This design comes from an exercise in tuning for small area on the open sky130 flow, not from production work.
Only simulation tests tie the RTL to the original design; equivalence was not proved.
Power and IR drop assume default switching activity.

Design sgp41_pl, start of the top module:
module sgp41_pl (
    input  wire        clk,
    input  wire        rst,
    input  wire        req_valid,
    input  wire [2:0]  req_op,
    input  wire [7:0]  req_addr,
    input  wire [15:0] req_p0,
    input  wire [15:0] req_p1,
    output wire        busy,
    output reg         done,
    output reg  [2:0]  res_status,
    output reg  [2:0]  res_op,
    output wire [1:0]  res_nwords,
    output wire [15:0] res_w0,
    output wire [15:0] res_w1,
    output wire [15:0] res_w2,
    output reg         res_bound,
    output wire        st_pass,
    output wire        st_voc_fail,
    output wire        st_nox_fail,
    input  wire [15:0] crc_in,
    output wire [7:0]  crc_out,
    output wire        t_valid,
    output wire [2:0]  t_kind,
    output wire [7:0]  t_addr,
    output wire [7:0]  t_hnd,
    output reg  [3:0]  t_len,
    output wire [63:0] t_wdata,
    input  wire        t_done,
    input  wire        t_ok,
    input  wire [7:0]  t_rhnd,
    input  wire [71:0] t_rdata,
    output wire        z_valid,
    output reg  [8:0]  z_ms,
    input  wire        z_done
);
For scale: roughly 110 flip-flops, roughly 310 I/O pins, about 5500 um2 of cells after synthesis.
clock: 10.0 ns
lec_check: 0
cap_margin: 20
core_margin: 2
core_utilization: 40
slew_margin: 20
standard.sh (not shown) runs the stock make flow with config.mk's settings and CLKGATE_MAP_FILE= SYNTH_SCRIPT=/design/flow/synth_recipe.tcl, a recipe that flattens the netlist after the stock synthesis.
==> flow/flow/run.sh <==
#!/bin/bash
# Layout flow: the standard ORFS flow (standard.sh) with three changes
# that only change how the layout is made:
#  - synthesis maps the logic with an area-oriented ABC script
#    (flow/abc_area.script) instead of ORFS's speed script; everything else in
#    the synthesis (synth_recipe.tcl and ORFS synth.tcl) is unchanged, so the
#    registers keep their standard names and cell types;
#  - the port buffers are sky130_fd_sc_hd__buf_1 (ORFS picks a larger cell);
#  - CTS uses clkbuf_8 and adds no dummy loads to balance the leaf nets.
# Each tool's output goes to a log file here; ORFS's own logs are in orfs/logs.
set -euo pipefail
here=$(pwd)
flowdir=$(cd "$(dirname "${BASH_SOURCE[0]}")" && pwd)

# synthesis script: the standard flow's, with ABC's script swapped for the area script
{
  echo "proc abc {args} {"
  echo "  set i [lsearch -exact \$args -script]"
  echo "  if {\$i >= 0} { lset args [expr {\$i + 1}] {$flowdir/abc_area.script} }"
  echo "  puts \"area flow: abc runs with \$args\""
  echo "  yosys abc {*}\$args"
  echo "}"
  cat synth_recipe.tcl
} > area_synth.tcl
sed "s#SYNTH_SCRIPT=[^ ]*synth_recipe.tcl#SYNTH_SCRIPT=$here/area_synth.tcl#" standard.sh > area_standard.sh
grep -q "SYNTH_SCRIPT=$here/area_synth.tcl" area_standard.sh

export BUFFER_PORTS_ARGS="-buffer_cell sky130_fd_sc_hd__buf_1"
export CTS_ARGS="-sink_clustering_enable -repair_clock_nets -buf_list sky130_fd_sc_hd__clkbuf_8 -dont_use_dummy_load"
bash area_standard.sh > run_standard.log 2>&1
==> flow/flow/abc_area.script <==
strash
&get -n
&deepsyn -T 30
&put
strash
dc2
dch -f
amap
topo
The starting point finished clean.
Rerun with:
Settings changed: CORE_UTILIZATION 40 to 65.
Effect: Non-clock buffer count came out lower by 1. Routed wire length rose by 5.1%. Total power went up by 1.2%. Cell count drops by 7.0%.

---

Another version of the RTL of sgp41_pl (not shown whole).
For scale: ~310 I/O pins, roughly 0.0062 mm^2 of cells after synthesis.
Settings: LEC_CHECK=0, CAP_MARGIN=20, CORE_MARGIN=2, CORE_UTILIZATION=40, CTS_BUF_LIST=sky130_fd_sc_hd__clkbuf_16, CTS_CLUSTER_DIAMETER=200, CTS_CLUSTER_SIZE=50, SLEW_MARGIN=20; clock period 10.0 ns.
==> flow/flow/run.sh <==
#!/bin/bash
# Standard ORFS layout, with the smallest buffer for the port buffers.
set -euo pipefail
export BUFFER_PORTS_ARGS="-buffer_cell sky130_fd_sc_hd__buf_1"
bash standard.sh > run_standard.log 2>&1
Next try:
==> flow/flow/run.sh (replaced) <==
#!/bin/bash
set -euo pipefail
here=$(pwd)
flowdir=$(cd "$(dirname "${BASH_SOURCE[0]}")" && pwd)

# synthesis script: the standard flow's, with ABC's script swapped for the area script
{
  echo "proc abc {args} {"
  echo "  set i [lsearch -exact \$args -script]"
  echo "  if {\$i >= 0} { lset args [expr {\$i + 1}] {$flowdir/abc_area.script} }"
  echo "  yosys abc {*}\$args"
  echo "}"
  cat synth_recipe.tcl
} > area_synth.tcl
sed "s#SYNTH_SCRIPT=[^ ]*synth_recipe.tcl#SYNTH_SCRIPT=$here/area_synth.tcl#" standard.sh > area_standard.sh
grep -q "SYNTH_SCRIPT=$here/area_synth.tcl" area_standard.sh

export BUFFER_PORTS_ARGS="-buffer_cell sky130_fd_sc_hd__buf_1"
bash area_standard.sh > run_standard.log 2>&1
==> flow/flow/abc_area.script (new file) <==
strash
&get -n
&deepsyn -T 30
&put
strash
dc2
dch -f
amap
topo
--- a/flow/config.mk
+++ b/flow/config.mk
@@ -11,3 +11 @@
-export CTS_BUF_LIST = sky130_fd_sc_hd__clkbuf_16
-export CTS_CLUSTER_DIAMETER = 200
-export CTS_CLUSTER_SIZE = 50
+export CTS_BUF_LIST = sky130_fd_sc_hd__clkbuf_8
Outcome: The new run finished clean. Global-route usage is higher by 0.70 points. Fmax came out lower by 4.1%. Routed wire length is lower by 5.4%.
Next try:
--- a/flow/config.mk
+++ b/flow/config.mk
@@ -8 +8 @@
-export CAP_MARGIN = 20
+export CAP_MARGIN = 0
@@ -12 +12 @@
-export SLEW_MARGIN = 20
+export SLEW_MARGIN = 0
The new run produced a clean layout.
Total power stays the same.
Non-clock buffer count stays the same.
Cell area stays the same.
Clock skew is unchanged.
Wire length stays the same.
Worst setup slack stays the same.
Cell count stays the same.

[static timing again, ports no longer ideal]
No port has a modelled driver above. Below, the same layouts with a new extraction and two added sets of constraints.
Step 1 assumes that a clkbuf_16 drives the clock port and a buf_2 every other input.
Step 2 also shifts input and output timing later by t, the mid clock arrival at the registers, as if the neighbouring blocks saw the same clock.
a / b / c = ideal ports / drivers / drivers and shift; a / b = the first two.
| run | t (ns) | slack for setup (ns) | worst register clock-pin slew, ns | worst data-port slew with drivers (ns) | pins driven straight from the clock port |
|---|---|---|---|---|---|
| the first run of note 1 | 0.402 | 3.824 / 3.802 / 3.802 | 0.10 / 0.10 | 0.06 | 1 |
| the second run of note 1 | 0.389 | 3.830 / 3.807 / 3.807 | 0.11 / 0.11 | 0.11 | 1 |
| the first run of note 2 | 0.388 | 4.234 / 4.210 / 4.210 | 0.08 / 0.08 | 0.06 | 1 |
| the second run of note 2 | 0.418 | 3.989 / 3.964 / 3.964 | 0.11 / 0.11 | 0.06 | 1 |
| the third run of note 2 | 0.418 | 3.989 / 3.964 / 3.964 | 0.11 / 0.11 | 0.06 | 1 |
After both steps every run listed still meets setup and hold.
